Source: an optimization exercise on an open RTL-to-GDS flow (aim: small area, a short achievable clock period and few clock cycles per item). Production flows keep margins and buffers that such runs may drop. In this exercise RTL edits were held to simulation tests only and were not proved equivalent to the original.

## ember
## re_dist
module re_dist (
    input  wire        clk,
    input  wire        rst,
    input  wire        start,
    input  wire        mode,
    input  wire [39:0] a,
    input  wire [39:0] b,
    input  wire [39:0] c,
    input  wire [39:0] d,
    input  wire [39:0] rx_time,
    output wire        ready,
    output reg         done,
    output wire        ok,
    output wire [63:0] tof,
    output wire [63:0] dist_mm
);
Settings: LEC_CHECK=0, CAP_MARGIN=20, CORE_MARGIN=2, CORE_UTILIZATION=40, PLACE_DENSITY=0.6, SETUP_SLACK_MARGIN=5, SLEW_MARGIN=20; clock period 12.0 ns.
run.sh (not shown) runs the stock make flow with config.mk's settings and CLKGATE_MAP_FILE= SYNTH_SCRIPT=/design/flow/synth_recipe.tcl, a recipe that flattens the netlist after the stock synthesis.
Testbench counts of ember, summed over its fixed seeds: cycles 6,818, items 320.
[inputs] quartz vs ember
--- a/flow/design.v
+++ b/flow/design.v
@@ -61,43 +61,41 @@
     reg [39:0] Cc;        
     reg [39:0] Dd;        
     reg [W-1:0] P;        
     reg [41:0] s;
     reg        bad;
     reg        okr;
     reg        started;
     reg [4:0]  pos;
     assign ready   = st_idle;
     assign ok      = okr;
-    assign tof     = P[63:0];                
+    assign tof     = {33'd0, P[30:0]};
     assign dist_mm = {30'd0, Cc[33:0]};
     wire [6:0]   yb = {Y[5:0], yprev};
     wire [W-1:0] row [0:2];
     wire [2:0]   neg;
     genvar gi;
     generate
         for (gi = 0; gi < 3; gi = gi + 1) begin : g_row
             wire b0 = yb[2*gi], b1 = yb[2*gi+1], b2 = yb[2*gi+2];
             wire one = b1 ^ b0;
             wire two = (b2 & ~b1 & ~b0) | (~b2 & b1 & b0);
             assign neg[gi] = b2 & ~(b1 & b0);
             wire [W-1:0] mag = ({W{one}} & {1'b0, X}) | ({W{two}} & {X, 1'b0});
             assign row[gi] = {W{neg[gi]}} ^ (mag << (2*gi));
         end
     endgenerate
     wire [W-1:0] cs_s0 = row[0] ^ row[1] ^ row[2];
     wire [W-1:0] cs_c0 = {((row[0] & row[1]) | (row[0] & row[2]) | (row[1] & row[2])), neg[0]};
     wire [W-1:0] cs_s1 = P ^ cs_s0 ^ cs_c0;
     wire [W-1:0] cs_c1 = {((P & cs_s0) | (P & cs_c0) | (cs_s0 & cs_c0)), neg[1]};
-    wire [W-1:0] msum;
-    wire         mco;
-    re_dist_add #(.W(W)) u_madd (.a(cs_s1), .b(cs_c1), .cin(neg[2]), .s(msum), .cout(mco));
+    wire [W-1:0] msum  = cs_s1 + cs_c1 + {{(W-1){1'b0}}, neg[2]};
     wire [63:0]  dval  = ~msum[63:0];        
     wire         mbad  = (xo | (|X[69:64])) & (|Y);
     wire         ylast = ~(|Y[39:K]) & ~Y[K-1];
     wire         m1end = st_m1 & ylast;
     wire         m2end = st_m2 & ylast & (sc[2] | sc[3]);
     wire         p1big = |msum[W-1:64];        
     wire         dneg  = ~(&msum[W-1:64]);     
     wire         mfail = m2end & (bad | mbad | dneg);
     wire [41:0] R = X[41:0];
     wire [42:0] ad_a = ({43{st_idle}}       & {3'b000, rx_time})
Results
[quartz] final area rose 380 um^2 relative to ember. Sort quartz and ember by non-clock buffer count, descending, and ember comes first. ember → quartz: minimum clock period after layout now larger; cell count now larger. quartz vs ember — logic depth of the worst path, buffers included dropped 7. quartz vs ember on global-route track usage on met1: quartz is the higher one. quartz vs ember, arithmetic-cell share of the synthesized area counting full adders, half adders and majority gates went down by 2.5 points. The run showing the smaller final core area utilization is quartz.
Testbench counts of quartz, summed over its fixed seeds: cycles 6,818, items 320.

========
Another version of the RTL of re_dist (not shown whole).
Size: about 5200 cells after synthesis, ~330 flip-flops.
Settings: LEC_CHECK=0, CAP_MARGIN=20, CORE_MARGIN=2, CORE_UTILIZATION=40, PLACE_DENSITY=0.6, SETUP_SLACK_MARGIN=5, SLEW_MARGIN=20; clock period 12.0 ns.
Testbench counts at the start, summed over its fixed seeds: cycles 5,420, items 320.
Then changed:
--- a/flow/design.v
+++ b/flow/design.v
@@ -153,22 +153,19 @@
     wire [41:0] r1    = q1 ? ad_s[41:0] : {R[40:0], P[63]};
     wire [42:0] a2_s;
     wire        q0;                      
     wire [42:0] a2_a = st_idle ? {3'b000, rx_time} : {r1, P[62]};
     wire [42:0] a2_b = st_idle ? {3'b111, ~c} : ~{1'b0, s};
     re_dist_add #(.W(43)) u_add2 (.a(a2_a), .b(a2_b), .cin(1'b1), .s(a2_s), .cout(q0));
     wire [41:0] r2q   = q0 ? a2_s[41:0] : {r1[40:0], P[62]};
-    wire        dfirst = (pos == 5'd31);
-    wire [49:0] sk_a = dfirst ? {2'b00, R[31:0], P[63:48]} : {R, P[63:56]};
     wire [49:0] sk_diff;
     wire        sk_ge;
-    re_dist_add #(.W(50)) u_skip (.a(sk_a), .b(~{8'd0, s}), .cin(1'b1), .s(sk_diff), .cout(sk_ge));
-    wire        skip16 = st_div & dfirst & ~sk_ge;
-    wire        skip8  = st_div & ~dfirst & ~started & (pos >= 5'd9) & ~sk_ge;
-    wire        dlast  = st_div & ~skip8 & ~skip16 & (pos == 5'd1);
+    re_dist_add #(.W(50)) u_skip (.a({R, P[63:56]}), .b(~{8'd0, s}), .cin(1'b1), .s(sk_diff), .cout(sk_ge));
+    wire        skip8 = st_div & ~started & (pos >= 5'd9) & ~sk_ge;
+    wire        dlast = st_div & ~skip8 & (pos == 5'd1);
     wire [33:0] Q  = Cc[33:0];
     wire [24:0] R2 = Dd[24:0];
     wire [24:0] r2a, r2b;
     wire [2:0]  ja, jb;
     re_dist_dstep u_da (.r2(R2),  .b(bq1), .r2n(r2a), .j(ja));
     re_dist_dstep_f u_db (.r2(r2a), .b(bq0), .r2n(r2b), .j(jb));
     wire [4:0]  t   = {1'b0, ja, 1'b0} + {2'b00, jb};
@@ -208,15 +205,15 @@
             done    <= mfail | st_fin;
         end
     end
     always @(posedge clk) begin
         okr <= st_fin & (|s);                 
         if (~st_idle & ~sc[3])
             s <= sa;
-        bv  <= st_div & ~skip8 & ~skip16;
+        bv  <= st_div & ~skip8;
         bq1 <= q1;
         bq0 <= q0;
         if (bv) begin
             Cc[33:0] <= qn;
             Dd[24:0] <= r2b;
         end
         if (st_idle) begin
@@ -231,19 +228,16 @@
             pos     <= 5'd31;
             started <= 1'b0;
         end else if (st_div | st_fin) begin
             Y       <= Y >> K;
             yprev   <= Y[K-1];
             X[69:42] <= 28'd0;
             P[W-1:64] <= {(W-64){1'b0}};
-            pos     <= pos - (skip16 ? 5'd16 : skip8 ? 5'd8 : 5'd2);
-            if (skip16) begin
-                X[41:0] <= {R[25:0], P[63:48]};
-                P[63:0] <= {P[47:0], 16'd0};
-            end else if (skip8) begin
+            pos     <= pos - (skip8 ? 5'd8 : 5'd2);
+            if (skip8) begin
                 X[41:0] <= {R[33:0], P[63:56]};
                 P[63:0] <= {P[55:0], 8'd0};
             end else begin
                 X[41:0] <= r2q;
                 P[63:0] <= {P[61:0], q1, q0};
                 started <= started | q1 | q0;
             end
Wire length goes down by about 7%.
Worst setup slack gains 0.29 ns.
Global-route usage goes down by 2.5 points.
First-iteration DRC count goes down by 17%.
Synthesized area goes down by about 2%.
Cell area goes down by 3.7%.
Worst hold slack gains 0.058 ns.
Non-clock buffer count goes down by 48.
Testbench counts after the change, summed over its fixed seeds: cycles 5,740, items 320.

[static timing again, ports no longer ideal]
In the flow no input, the clock included, has a driving cell. The finished layouts below were timed again as built, in two steps. Step 1 sets driving cells, clkbuf_16 on the clock port and buf_2 on the other inputs (assumed; they add their load-dependent delay and slew). Step 2, shift: input delay + t, output delay - t, t = (earliest + latest rising clock arrival at the registers) / 2. This alone moves slack from input paths to output paths. Three values: ideal, step 1, step 2; two values: the first two.
run	shift t [ns]	setup slack, ns	clock arrival spread, ns	slew at the worst register clock pin (ns)	cell pins on the clock port's net
ember	0.666	5.237 / 5.237 / 4.641	0.052 / 0.052	0.06 / 0.06	1
quartz	0.684	5.136 / 5.136 / 4.599	0.056 / 0.056	0.07 / 0.07	1
the first run of note 2	0.716	4.393 / 4.393 / 4.393	0.032 / 0.033	0.07 / 0.07	1
the second run of note 2	0.704	4.688 / 4.688 / 4.688	0.050 / 0.050	0.07 / 0.07	1
After both steps every run listed still meets setup and hold. The setup slack of ember, which loses most, moves by 0.000 ns with the drivers and by -0.596 ns with both steps.
